Source: an optimization exercise on an open RTL-to-GDS flow (aim: small area, a short achievable clock period and few clock cycles per item). Production flows keep margins and buffers that such runs may drop. The RTL was checked by simulation tests, not by an equivalence proof against the original design.

==> flow/design.v, too long to show whole: its modules and the start of the top module <==
// module range_normalizer: 26 lines
// module luma_u: 7 lines
// module luma_rows: 22 lines
// module coef_table: 112 lines
// module trust_table: 161 lines
// module k_table: 147 lines
// module csmul_r: 694 lines
// module csmul_gr: 678 lines
// module csmul_gb: 694 lines
// module csmul_b: 710 lines
// module exact_check: 109 lines
// module yuv_to_rgb_converter: 326 lines
module yuv_to_rgb_converter (
    input  wire        clk,
    input  wire        rst,
    input  wire        cmd_valid,
    output wire        cmd_ready,
    input  wire [63:0] cmd_data,
    output wire        rsp_valid,
    input  wire        rsp_ready,
    output wire [63:0] rsp_data
);
  // ...
==> flow/run.sh <==
#!/bin/bash
# synth_recipe.tcl (not shown) runs the flow's synth.tcl, then flattens the netlist and writes it again
# the make line also repeats each setting of config.mk as NAME=value (left out here)
make -C /OpenROAD-flow-scripts/flow DESIGN_CONFIG=/design/flow/config.mk WORK_HOME=/design/flow/orfs CLKGATE_MAP_FILE= SYNTH_SCRIPT=/design/flow/synth_recipe.tcl finish
==> flow/config.mk <==
export PLATFORM = sky130hd
export DESIGN_NAME = yuv_to_rgb_converter
export DESIGN_NICKNAME = yuv_to_rgb_converter
export VERILOG_FILES = /design/flow/design.v
export SDC_FILE = /design/flow/constraint.sdc
export NUM_CORES = 4
export LEC_CHECK = 0
export CAP_MARGIN = 20
export CORE_MARGIN = 2
export CORE_UTILIZATION = 30
export PLACE_DENSITY = 0.5
export SLEW_MARGIN = 20
export SYNTH_MEMORY_MAX_BITS = 65536
==> flow/constraint.sdc <==
create_clock -name core_clock -period 14.0 [get_ports {clk}]
set_input_delay 2.8000 -clock core_clock [delete_from_list [all_inputs] [get_ports {clk}]]
set_output_delay 2.8000 -clock core_clock [all_outputs]
set_load 0.01 [all_outputs]
==> impl_metrics.tcl, run 1 <==
set metrics [dict create \
    largest_reg_flops 64 \
    cts.sinks 1197 \
    synth_top_family_by_area "adder cells" \
    hold_path_class "reg2reg" \
    nFillCells 48600 \
    antenna_found_initial 33 \
    grt_pass1_wl_um 768000 \
    hp-start "vcr2[9]" \
    cp.depth 19 \
    nonClkBufAreaFrac 0.0262 \
    timing.final.crit_share 0.522 \
    dp_hpwl_um 386000 \
    yosysMostFrequentCell "inv_1" \
    cts_resized 0 \
    synth-seq-cells 1197 \
    synth_cell_types 102 \
    status "finished clean" \
    flops_and_latches 1197 \
    finalWirelength_um 522000 \
    max_freq_ghz 0.137 \
    dr.pass1.iters 7 \
    yosys-top-cells-area "edfxtp_1, fa_1, ha_1, xnor2_1, a22oi_1" \
    largest_class "multi-input gates" \
    synth.avg_cell_area_um2 9.77 \
    worstMarginPinSlew_ps 1250 \
]
Testbench counts, summed over its fixed seeds: cycles 2,424, items 2,400.
==> module luma_rows, before the edit <==
module luma_rows (
    input  wire signed [27:0] u,
    input  wire signed [16:0] vy,        
    input  wire               fulln,
    input  wire [1:0]         dc,
    output wire [42:0]        r0,
    output wire [42:0]        r1,
    output wire [42:0]        r2
);
    reg [37:0] yf;
    always @(*) begin
        case (dc)
            2'd0:    yf = {vy[15:8], vy[15:8], vy[15:8], vy[15:8], vy[15:10]};
            2'd1:    yf = {vy[15:6], vy[15:6], vy[15:6], vy[15:8]};
            2'd2:    yf = {vy[15:4], vy[15:4], vy[15:4], vy[15:14]};
            default: yf = {vy[15:0], vy[15:0], vy[15:10]};
        endcase
    end
    assign r0 = fulln ? {5'd0, yf} : {{3{u[27]}}, u, 12'd0};
    assign r1 = fulln ? 43'd0 : {{21{u[27]}}, u[27:6]};
    assign r2 = fulln ? 43'd0 : {{39{u[27]}}, u[27:24]};
endmodule
==> module yuv_to_rgb_converter, before the edit <==
module yuv_to_rgb_converter (
    input  wire        clk,
    input  wire        rst,
    input  wire        cmd_valid,
    output wire        cmd_ready,
    input  wire [63:0] cmd_data,
    output wire        rsp_valid,
    input  wire        rsp_ready,
    output wire [63:0] rsp_data
);
    localparam [3:0] ST_OK       = 4'd0,
                     ST_BITDEPTH = 4'd1,
                     ST_LENGTH   = 4'd2,
                     ST_RANGE    = 4'd3,
                     ST_SPACE    = 4'd4,
                     ST_ILLEGAL  = 4'd5,
                     ST_SEQUENCE = 4'd6;
    reg        batch;
    reg [13:0] p_par;
    reg [15:0] rem;
    reg        berr;
    reg        v0, v1, v2, v3, v4;
    reg [63:0] d0;                      
    reg        cv1, cv2, cv3, cv4;      
    reg [7:0]  h1, h2, h3, h4;          
    reg [2:0]  sp1, sp2, sp3, sp4;
    reg        rg1, rg2, rg3, rg4;
    reg [1:0]  dc1, dc2, dc3, dc4;
    reg [1:0]  ec1, ec2, ec3, ec4;
    reg signed [16:0] vy1, vcr1, vcb1;
    reg signed [17:0] xr1, xb1;
    reg [5:0]  spo1;
    reg [4:0]  nio1;
    reg signed [16:0] vy2, vcr2, vcb2, vy3, vcr3, vcb3, vy4, vcr4, vcb4;
    reg [42:0] sr2, cr2, sgr2, cgr2, sgb2, cgb2, sb2, cb2;
    reg [3:0]  k2;                      
    reg [42:0] yt2;
    reg signed [27:0] u1;
    reg signed [42:0] vr3, vg3, vb3;
    reg [15:0] q4 [0:2];
    reg [2:0]  amb4;
    reg        hv, sv;
    reg [55:0] hd, sd;
    wire adv = !v4 || (amb4 == 3'b000 && !(hv && sv));
    assign cmd_ready = adv;
    wire accept = cmd_valid && adv;
    assign rsp_valid = hv;
    assign rsp_data  = {hd[55:48], 8'd0, hd[47:0]};
    wire [1:0]  c_op    = d0[63:62];
    wire [15:0] c_a     = d0[61:46];
    wire [15:0] c_b     = d0[45:30];
    wire [15:0] c_c     = d0[29:14];
    wire [13:0] c_par   = d0[13:0];
    wire [2:0]  c_space = d0[13:11];
    wire [4:0]  c_din   = d0[9:5];
    wire [4:0]  c_dout  = d0[4:0];
    function legal_depth(input [4:0] dep);
        legal_depth = (dep == 5'd8) || (dep == 5'd10) || (dep == 5'd12) || (dep == 5'd16);
    endfunction
    function [1:0] dcode(input [4:0] dep);
        dcode = (dep == 5'd8) ? 2'd0 : (dep == 5'd10) ? 2'd1 : (dep == 5'd12) ? 2'd2 : 2'd3;
    endfunction
    function out_of_range(input [15:0] a, input [15:0] b, input [15:0] c, input [1:0] code);
        reg [15:0] m;
        begin
            m = a | b | c;
            case (code)
                2'd0:    out_of_range = |m[15:8];
                2'd1:    out_of_range = |m[15:10];
                2'd2:    out_of_range = |m[15:12];
                default: out_of_range = 1'b0;
            endcase
        end
    endfunction
    wire [1:0] p_dc = dcode(p_par[9:5]);    
    wire [1:0] c_dc = dcode(c_din);
    reg [3:0] n_st;
    reg       n_last, n_berr, n_cv;
    reg [2:0] n_sp;
    reg       n_rg;
    reg [1:0] n_dc, n_ec;
    always @(*) begin
        n_last = 1'b0;
        n_berr = 1'b0;
        n_cv   = 1'b0;
        n_sp   = c_space;
        n_rg   = d0[10];
        n_dc   = c_dc;
        n_ec   = dcode(c_dout);
        n_st   = ST_OK;
        if (batch) begin
            n_sp = p_par[13:11];
            n_rg = p_par[10];
            n_dc = p_dc;
            n_ec = dcode(p_par[4:0]);
            if (c_op != 2'b11) begin
                n_st   = ST_SEQUENCE;
                n_last = 1'b1;
                n_berr = 1'b1;
            end else begin
                if (c_par != 14'd0)
                    n_st = ST_ILLEGAL;
                else if (out_of_range(c_a, c_b, c_c, p_dc))
                    n_st = ST_RANGE;
                else
                    n_cv = 1'b1;
                if (rem == 16'd1) begin
                    n_last = 1'b1;
                    n_berr = berr || (n_st != ST_OK);
                end
            end
        end else begin
            if (c_op == 2'b00)
                n_st = ST_ILLEGAL;
            else if (c_op == 2'b11)
                n_st = ST_SEQUENCE;
            else if (!legal_depth(c_din) || !legal_depth(c_dout))
                n_st = ST_BITDEPTH;
            else if (c_space == 3'd7)
                n_st = ST_SPACE;
            else if (c_op == 2'b01) begin
                if (out_of_range(c_a, c_b, c_c, c_dc))
                    n_st = ST_RANGE;
                else
                    n_cv = 1'b1;
            end else begin
                if (c_a != c_b || c_a != c_c)
                    n_st = ST_LENGTH;
                else if (c_a == 16'd0)
                    n_last = 1'b1;
            end
        end
    end
    always @(posedge clk) begin
        if (rst) begin
            batch <= 1'b0;
            p_par <= 14'd0;
            rem   <= 16'd0;
            berr  <= 1'b0;
        end else if (adv && v0) begin
            if (batch) begin
                if (c_op != 2'b11) begin
                    batch <= 1'b0;
                    rem   <= 16'd0;
                    berr  <= 1'b0;
                end else begin
                    rem <= rem - 16'd1;
                    if (rem == 16'd1) begin
                        batch <= 1'b0;
                        berr  <= 1'b0;
                    end else if (n_st != ST_OK)
                        berr <= 1'b1;
                end
            end else if (c_op == 2'b10 && legal_depth(c_din) && legal_depth(c_dout) &&
                         c_space != 3'd7 && c_a == c_b && c_a == c_c && c_a != 16'd0) begin
                batch <= 1'b1;
                p_par <= c_par;
                rem   <= c_a;
                berr  <= 1'b0;
            end
        end
    end
    wire n_idn   = (n_sp == 3'd6);
    wire n_fulln = n_rg || n_idn;
    wire n_yc    = (n_sp == 3'd5);
    wire signed [16:0] vy, vcr, vcb;
    range_normalizer u_norm (
        .y(c_a), .cb(c_b), .cr(c_c), .fulln(n_fulln), .idn(n_idn), .dc(n_dc),
        .vy(vy), .vcr(vcr), .vcb(vcb)
    );
    wire [5:0] n_spo = {n_sp == 3'd6, n_sp == 3'd5, n_sp == 3'd4, n_sp == 3'd2, n_sp == 3'd1,
                        n_sp == 3'd0 || n_sp == 3'd3};
    wire [4:0] n_nio = {n_fulln && n_dc == 2'd3, n_fulln && n_dc == 2'd2, n_fulln && n_dc == 2'd1,
                        n_fulln && n_dc == 2'd0, !n_fulln};
    wire [26:0] uraw = c_a * 11'd1197;
    reg  [27:0] ush;
    always @(*) begin
        case (n_dc)
            2'd0:    ush = {uraw[19:0], 8'd0};
            2'd1:    ush = {uraw[21:0], 6'd0};
            2'd2:    ush = {uraw[23:0], 4'd0};
            default: ush = {1'b0, uraw};
        endcase
    end
    wire signed [27:0] u = ush - 28'd4902912;
    wire signed [17:0] xr = n_yc ? {vcr[16], vcr} - {vcb[16], vcb} : {vcr[16], vcr};
    wire signed [17:0] xb = n_yc ? -({vcb[16], vcb} + {vcr[16], vcr}) : {vcb[16], vcb};
    wire idn1   = (sp1 == 3'd6);
    wire fulln1 = rg1 || idn1;
    wire [42:0] yr0, yr1, yr2;
    luma_rows u_ly (.u(u1), .vy(vy1), .fulln(fulln1), .dc(dc1), .r0(yr0), .r1(yr1), .r2(yr2));
    wire [42:0] yt = yr0 + yr1 + yr2;
    wire signed [39:0] a_r;
    wire signed [38:0] a_gr;
    wire signed [39:0] a_gb;
    wire signed [40:0] a_b;
    coef_table u_coef (
        .spo(spo1), .nio(nio1),
        .a_r(a_r), .a_gr(a_gr), .a_gb(a_gb), .a_b(a_b)
    );
    wire [42:0] ps_r, pc_r, ps_gr, pc_gr, ps_gb, pc_gb, ps_b, pc_b;
    wire [3:0]  pk;
    csmul_r  u_mr  (.x(xr1),  .a(a_r),  .s_hi(ps_r),  .c_hi(pc_r),  .c16(pk[0]));
    csmul_gr u_mgr (.x(vcr1), .a(a_gr), .s_hi(ps_gr), .c_hi(pc_gr), .c16(pk[1]));
    csmul_gb u_mgb (.x(vcb1), .a(a_gb), .s_hi(ps_gb), .c_hi(pc_gb), .c16(pk[2]));
    csmul_b  u_mb  (.x(xb1),  .a(a_b),  .s_hi(ps_b),  .c_hi(pc_b),  .c16(pk[3]));
    localparam [42:0] KK_R  = 43'h6aaab000000;    
    localparam [42:0] KK_GR = 43'h75555800000;
    localparam [42:0] KK_GB = 43'h6aaab000000;
    localparam [42:0] KK_B  = 43'h55556000000;
    localparam [42:0] BIAS  = 43'd6;
    wire idn2   = (sp2 == 3'd6);
    wire [42:0] ytz = idn2 ? 43'd0 : yt2;
    wire [42:0] nvr = sr2 + cr2 + {42'd0, k2[0]} + ytz + (KK_R + BIAS);
    wire [42:0] nvg = sgr2 + cgr2 + sgb2 + cgb2 + {42'd0, k2[1]} + {42'd0, k2[2]}
                    + yt2 + (KK_GR + KK_GB + BIAS);
    wire [42:0] nvb = sb2 + cb2 + {42'd0, k2[3]} + ytz + (KK_B + BIAS);
    wire [2:0] trust;
    trust_table u_trust (.sp(sp3), .rg(rg3), .dc(dc3), .ec(ec3), .tr(trust));
    function [58:0] mo_times(input [42:0] v, input [1:0] code);
        reg [58:0] vx, vs;
        begin
            vx = {{16{v[42]}}, v};
            case (code)
                2'd0:    vs = vx << 8;
                2'd1:    vs = vx << 10;
                2'd2:    vs = vx << 12;
                default: vs = vx << 16;
            endcase
            mo_times = vs - vx + (59'd1 << 37);
        end
    endfunction
    wire [15:0] mo3 = (ec3 == 2'd0) ? 16'h00ff : (ec3 == 2'd1) ? 16'h03ff :
                      (ec3 == 2'd2) ? 16'h0fff : 16'hffff;
    reg [15:0] nq [0:2];
    reg [2:0]  namb;
    reg [58:0] tt;
    reg [20:0] cc;
    integer ch;
    always @(*) begin
        for (ch = 0; ch < 3; ch = ch + 1) begin
            tt = mo_times(ch == 0 ? vr3 : ch == 1 ? vg3 : vb3, ec3);
            cc = tt[58:38];
            if (cc[20])
                nq[ch] = 16'd0;
            else if (cc[19:16] != 4'd0 || (cc[15:0] & ~mo3) != 16'd0)
                nq[ch] = mo3;
            else
                nq[ch] = cc[15:0];
            namb[ch] = cv3 && !trust[ch] && (tt[37:20] == 18'd0) && !cc[20] &&
                       (cc != 21'd0) && (cc[19:16] == 4'd0) && (cc[15:0] <= mo3);
        end
    end
    wire       xc_busy, xc_done, xc_ge;
    wire [1:0] xc_ch = amb4[0] ? 2'd0 : amb4[1] ? 2'd1 : 2'd2;
    exact_check u_xc (
        .clk(clk), .rst(rst), .start(v4 && amb4 != 3'b000 && !xc_busy && !xc_done),
        .sp(sp4), .ch(xc_ch), .studio(!(rg4 || sp4 == 3'd6)), .dc(dc4), .ec(ec4),
        .vy(vy4), .vcr(vcr4), .vcb(vcb4), .c(q4[xc_ch]),
        .busy(xc_busy), .done(xc_done), .ge(xc_ge)
    );
    wire [55:0] w4 = {h4, cv4 ? {q4[0], q4[1], q4[2]} : 48'd0};
    wire push = adv && v4;
    wire pop  = hv && rsp_ready;
    always @(posedge clk) begin
        if (rst) begin
            v0 <= 1'b0; v1 <= 1'b0; v2 <= 1'b0; v3 <= 1'b0; v4 <= 1'b0;
            amb4 <= 3'b000;
            hv <= 1'b0; sv <= 1'b0;
        end else begin
            if (adv) begin
                v0 <= accept;
                v1 <= v0;
                v2 <= v1;
                v3 <= v2;
                v4 <= v3;
                amb4 <= namb;
            end else if (xc_done) begin
                amb4[xc_ch] <= 1'b0;
            end
            if (pop) begin
                if (sv) begin
                    sv <= push;
                end else begin
                    hv <= push;
                end
            end else if (push) begin
                if (hv) sv <= 1'b1;
                else    hv <= 1'b1;
            end
        end
    end
    always @(posedge clk) begin
        if (adv) begin
            d0  <= cmd_data;
            cv1 <= n_cv;  h1 <= {n_st, c_op, n_last, n_berr};
            sp1 <= n_sp;  rg1 <= n_rg;  dc1 <= n_dc;  ec1 <= n_ec;
            vy1 <= vy;    vcr1 <= vcr;  vcb1 <= vcb;
            xr1 <= xr;    xb1 <= xb;    u1 <= u;
            spo1 <= n_spo; nio1 <= n_nio;
            cv2 <= cv1;   h2 <= h1;
            sp2 <= sp1;   rg2 <= rg1;   dc2 <= dc1;   ec2 <= ec1;
            vy2 <= vy1;   vcr2 <= vcr1; vcb2 <= vcb1;
            sr2 <= ps_r;  cr2 <= pc_r;  sgr2 <= ps_gr; cgr2 <= pc_gr;
            sgb2 <= ps_gb; cgb2 <= pc_gb; sb2 <= ps_b; cb2 <= pc_b;
            k2 <= pk;     yt2 <= yt;
            cv3 <= cv2;   h3 <= h2;
            sp3 <= sp2;   rg3 <= rg2;   dc3 <= dc2;   ec3 <= ec2;
            vy3 <= vy2;   vcr3 <= vcr2; vcb3 <= vcb2;
            vr3 <= nvr;   vg3 <= nvg;   vb3 <= nvb;
            cv4 <= cv3;   h4 <= h3;
            sp4 <= sp3;   rg4 <= rg3;   dc4 <= dc3;   ec4 <= ec3;
            vy4 <= vy3;   vcr4 <= vcr3; vcb4 <= vcb3;
            q4[0] <= nq[0]; q4[1] <= nq[1]; q4[2] <= nq[2];
        end else if (xc_done && !xc_ge) begin
            q4[xc_ch] <= q4[xc_ch] - 16'd1;
        end
        if (pop) begin
            hd <= sv ? sd : w4;
            if (sv) sd <= w4;
        end else if (push) begin
            if (hv) sd <= w4;
            else    hd <= w4;
        end
    end
endmodule
==> run 2, diff against run 1 <==
--- a/flow/design.v
+++ b/flow/design.v
@@ -33,5 +33,5 @@
 endmodule
 module luma_rows (
-    input  wire signed [27:0] u,
+    input  wire [27:0]        us,
     input  wire signed [16:0] vy,        
     input  wire               fulln,
@@ -39,6 +39,9 @@
     output wire [42:0]        r0,
     output wire [42:0]        r1,
-    output wire [42:0]        r2
+    output wire [42:0]        r2,
+    output wire [42:0]        r3,
+    output wire [42:0]        r4
 );
+    localparam [42:0] C = 43'd4902912;
     reg [37:0] yf;
     always @(*) begin
@@ -50,7 +53,10 @@
         endcase
     end
-    assign r0 = fulln ? {5'd0, yf} : {{3{u[27]}}, u, 12'd0};
-    assign r1 = fulln ? 43'd0 : {{21{u[27]}}, u[27:6]};
-    assign r2 = fulln ? 43'd0 : {{39{u[27]}}, u[27:24]};
+    wire lt = us[23:0] < C[23:0];
+    assign r0 = fulln ? {5'd0, yf} : {3'd0, us, 12'd0};
+    assign r1 = fulln ? 43'd0 : {21'd0, us[27:6]};
+    assign r2 = fulln ? 43'd0 : {39'd0, us[27:24]};
+    assign r4 = {43{!fulln && lt}};              
+    assign r3 = fulln ? 43'd0 : -((C << 12) + (C >> 6));
 endmodule
 module coef_table (
@@ -3396,6 +3402,7 @@
     reg [3:0]  k2;                      
     reg [42:0] yt2;
-    reg signed [27:0] u1;
+    reg [27:0] u1;
     reg signed [42:0] vr3, vg3, vb3;
+    reg [3:0]  eo3;                     
     reg [15:0] q4 [0:2];
     reg [2:0]  amb4;
@@ -3543,12 +3550,12 @@
         endcase
     end
-    wire signed [27:0] u = ush - 28'd4902912;
     wire signed [17:0] xr = n_yc ? {vcr[16], vcr} - {vcb[16], vcb} : {vcr[16], vcr};
     wire signed [17:0] xb = n_yc ? -({vcb[16], vcb} + {vcr[16], vcr}) : {vcb[16], vcb};
     wire idn1   = (sp1 == 3'd6);
     wire fulln1 = rg1 || idn1;
-    wire [42:0] yr0, yr1, yr2;
-    luma_rows u_ly (.u(u1), .vy(vy1), .fulln(fulln1), .dc(dc1), .r0(yr0), .r1(yr1), .r2(yr2));
-    wire [42:0] yt = yr0 + yr1 + yr2;
+    wire [42:0] yr0, yr1, yr2, yr3, yr4;
+    luma_rows u_ly (.us(u1), .vy(vy1), .fulln(fulln1), .dc(dc1),
+                    .r0(yr0), .r1(yr1), .r2(yr2), .r3(yr3), .r4(yr4));
+    wire [42:0] yt = yr0 + yr1 + yr2 + yr3 + yr4;
     wire signed [39:0] a_r;
     wire signed [38:0] a_gr;
@@ -3578,19 +3585,14 @@
     wire [2:0] trust;
     trust_table u_trust (.sp(sp3), .rg(rg3), .dc(dc3), .ec(ec3), .tr(trust));
-    function [58:0] mo_times(input [42:0] v, input [1:0] code);
+    function [58:0] mo_times(input [42:0] v, input [3:0] eo);
         reg [58:0] vx, vs;
         begin
             vx = {{16{v[42]}}, v};
-            case (code)
-                2'd0:    vs = vx << 8;
-                2'd1:    vs = vx << 10;
-                2'd2:    vs = vx << 12;
-                default: vs = vx << 16;
-            endcase
+            vs = ({59{eo[0]}} & (vx << 8)) | ({59{eo[1]}} & (vx << 10)) |
+                 ({59{eo[2]}} & (vx << 12)) | ({59{eo[3]}} & (vx << 16));
             mo_times = vs - vx + (59'd1 << 37);
         end
     endfunction
-    wire [15:0] mo3 = (ec3 == 2'd0) ? 16'h00ff : (ec3 == 2'd1) ? 16'h03ff :
-                      (ec3 == 2'd2) ? 16'h0fff : 16'hffff;
+    wire [15:0] mo3 = {{4{eo3[3]}}, {2{eo3[3] | eo3[2]}}, {2{eo3[3] | eo3[2] | eo3[1]}}, 8'hff};
     reg [15:0] nq [0:2];
     reg [2:0]  namb;
@@ -3600,5 +3602,5 @@
     always @(*) begin
         for (ch = 0; ch < 3; ch = ch + 1) begin
-            tt = mo_times(ch == 0 ? vr3 : ch == 1 ? vg3 : vb3, ec3);
+            tt = mo_times(ch == 0 ? vr3 : ch == 1 ? vg3 : vb3, eo3);
             cc = tt[58:38];
             if (cc[20])
@@ -3657,5 +3659,5 @@
             sp1 <= n_sp;  rg1 <= n_rg;  dc1 <= n_dc;  ec1 <= n_ec;
             vy1 <= vy;    vcr1 <= vcr;  vcb1 <= vcb;
-            xr1 <= xr;    xb1 <= xb;    u1 <= u;
+            xr1 <= xr;    xb1 <= xb;    u1 <= ush;
             spo1 <= n_spo; nio1 <= n_nio;
             cv2 <= cv1;   h2 <= h1;
@@ -3669,4 +3671,5 @@
             vy3 <= vy2;   vcr3 <= vcr2; vcb3 <= vcb2;
             vr3 <= nvr;   vg3 <= nvg;   vb3 <= nvb;
+            eo3 <= {ec2 == 2'd3, ec2 == 2'd2, ec2 == 2'd1, ec2 == 2'd0};
             cv4 <= cv3;   h4 <= h3;
             sp4 <= sp3;   rg4 <= rg3;   dc4 <= dc3;   ec4 <= ec3;
==> run 2 against run 1 <==
- still clean
- critical path depth down 1
- core utilization up 0.065 points
- synthesized cell count up 0.53%
- die area down 0.51%
- sequential cell count up 5
- hold slack better by 19 ps
- global-route usage up 0.41 points
- area after synthesis down 0.51%
- clock skew up 2.9 ps
- largest cell class unchanged
==> impl_metrics.tcl, run 2 <==
set metrics [dict create \
    status "finished clean" \
    arrival_ps 7910 \
    clock_path_buffers 4 \
    pin_count 134 \
    largest_reg_flops 64 \
    ys.flop_type "edfxtp_1" \
    rr_worst_depth 18 \
    hold_viol_final 0 \
    holdPathStages 0 \
    root_buffer "clkbuf_16" \
    placed_area_um2 151000 \
    finalMaxSlewViolations 0 \
    rsz0062_at_grt "false" \
    final_nets 17000 \
    async_flop_share 0 \
    grt_use_total 0.216 \
    ant_nets 0 \
    crit_chain "or2_2 > nand2_1 > and3_1 > nand2_1 > nor3_1 > and3_1 > and2_1 > buf_4 > nand2_1 > a22oi_1 > xnor2_1 > ha_1 > fa_1 > inv_1 > fa_1 > fa_1 > inv_1 > fa_1" \
    rows 252 \
    area_growth_pct 9.86 \
    max-slew-margin-rel 0.198 \
    max_freq_ghz 0.136 \
    ys_seq_area_frac 0.251 \
    viasPerCell 5.33 \
    port-buffer-count 124 \
    numCtsBuffers 158 \
    regArea_um2 35600 \
    reg_top3 "d0 (64), hd (55), sd (55)" \
    layout_commonest_cell "inv_1" \
    critPathSlowestCell "edfxtp_1" \
    overflow 0 \
    setup_violations 0 \
    postCtsSetupBuffers 0 \
    drc 0 \
    crit_start "nio1[1]" \
    final_util 0.331 \
    layout_setup_ws_ps 6660 \
    timing.final.crit_share 0.525 \
    drt_iter0_markers 11100 \
    fin_skew_ps 107 \
    synth_edf_count 1152 \
    chipHeight_um 692 \
    cp-end-kind "flip-flop" \
    start_kind "flip-flop" \
    drive_gt1_frac 0.0608 \
    grt_pass1_vias 110000 \
    cts.reportedPaths.clkPinSlew_ps 60 \
    antenna_found_initial 37 \
    worstMarginPinSlew_ps 1200 \
    netlist_instances 14700 \
    grt_max_degree 155 \
    top_register "d0" \
    worstPathMaxFanout 19 \
    die_area_um2 479000 \
    worst_ep_required_time_ps 14570 \
    hold_path_class "reg2reg" \
    vias 111000 \
    layout_common_cells "inv_1, a22oi_1, fa_1" \
    synth.avg_cell_area_um2 9.67 \
    worstReg2RegEnd "cr2[25]" \
    grt_pass1_wl_um 777000 \
    synthTopCellsByCount "inv_1, a22oi_1, fa_1" \
    dp_hpwl_um 396000 \
    final_area_um2 156000 \
    multi_input_comb_area_um2 95800 \
    yosysMostFrequentCell "inv_1" \
    syn_area_um2 142000 \
    synth-seq-cells 1202 \
    dieWidth_um 692 \
    critPathMaxStageDelay_ps 710 \
    hp-start "vcr2[7]" \
    synth_cell_types 94 \
    synth_top_area_share 0.243 \
    core_um2 471000 \
    yosys-top-cells-area "edfxtp_1, fa_1, ha_1, a22oi_1, xnor2_1" \
    cts.sinks 1202 \
    synth_area_leader_cell "edfxtp_1" \
    fin_crit_ps 7340 \
    initial_core_util 0.301 \
    cap_violations 0 \
    nFillCells 48400 \
    dr.pass1.iters 9 \
    rrSetupSlack_ps 6660 \
    min_to "vcr3[7]" \
    htreeDepth 4 \
    crit_type "reg2reg" \
    hold_buffers 0 \
    wire_per_inst_um 25.5 \
    clock_latency_ps 930 \
    crit-reg2reg-launch "nio1[1]" \
    gp_congestion 0.932 \
    cts_tree "done" \
    setup-tns-final_ps 0 \
    finalWirelength_um 530000 \
    cts_resized 0 \
    ys_warn_count 8 \
    cpMostUsedCell "fa_1" \
    preCtsSetupSlack_ps 6820 \
]
-- run 2: cell type report --
type	count	area share
sequential	1202	0.228
timing repair buffer	499	0.0264
clock inverter	104	0.00645
multi-input combinational	10500	0.614
tap	6223	0.0499
clock buffer	180	0.0263
antenna	7	0.000112
inverter	2032	0.0489
-- run 2: routing by layer --
layer / vias up / GRT usage / part of all wire
met5: - / 0 / 0.00012
met4: 10 / 0.0966 / 0.052
met3: 870 / 0.0326 / 0.072
met2: 4466 / 0.333 / 0.44
met1: 55200 / 0.299 / 0.44
li1: 50100 / - / -
-- run 2: logic make-up after synthesis --
kind of cell,count (synthesis),share of synthesized area
adders and majority gates,2511,0.292
xor gates and xnor gates,1700,0.105
muxes,329,0.0245
buffers and inverters,2977,0.0792
AOI/OAI and AO/OA,3386,0.162
and+or+nand+nor,2582,0.0872
DFF,1202,0.251
other,1,0.0000264
-- run 2: worst max-delay path by stage --
stage / end / slack [ps] / cells after the start
floorplan: cmd_ready / 3890 / 8
global placement: k2[2] / 6850 / 23
detailed placement: k2[2] / 6820 / 23
CTS: cmd_ready / 6730 / 8
global route: k2[2] / 6250 / 23
finish: cr2[25] / 6660 / 18
-- run 2: worst max-delay path, delay by kind of cell, from the launching register on --
kind,cells,cell delay (ps)
AOI/OAI and AO/OA,1,360
xor gates and xnor gates,1,100
adders and majority gates,5,2170
buffers and inverters,3,340
DFF,1,710
and+or+nand+nor,8,3330
-- run 2: stage by stage --
| stage | hold slack [ps] | std cells |
|---|---|---|
| after floorplan | 400 | 14700 |
| after global placement | 401 | 20500 |
| after detailed placement | 405 | 20500 |
| after CTS | 410 | 20800 |
| after global routing | 421 | 20800 |
| final | 417 | 20800 |
Testbench counts of run 2, summed over its fixed seeds: cycles 2,424, items 2,400.

## separate check: timing with driven ports
No port has a modelled driver above. Below, the same layouts with a new extraction and two added sets of constraints. Step 1 sets driving cells, clkbuf_16 on the clock port and buf_2 on the other inputs (assumed; they add their load-dependent delay and slew). Step 2, shift: input delay + t, output delay - t, t = (earliest + latest rising clock arrival at the registers) / 2. This alone moves slack from input paths to output paths. Three values: ideal, step 1, step 2; two values: the first two.
run | t (ns) | setup slack, ns | latest minus earliest clock arrival (ns) | slew at the worst register clock pin (ns) | cell pins on the clock port's net
run 1 | 0.985 | 6.699 / 6.699 / 6.699 | 0.115 / 0.115 | 0.07 / 0.07 | 1
run 2 | 1.004 | 6.656 / 6.656 / 6.656 | 0.120 / 0.120 | 0.08 / 0.08 | 1
After both steps every run listed still meets setup and hold.
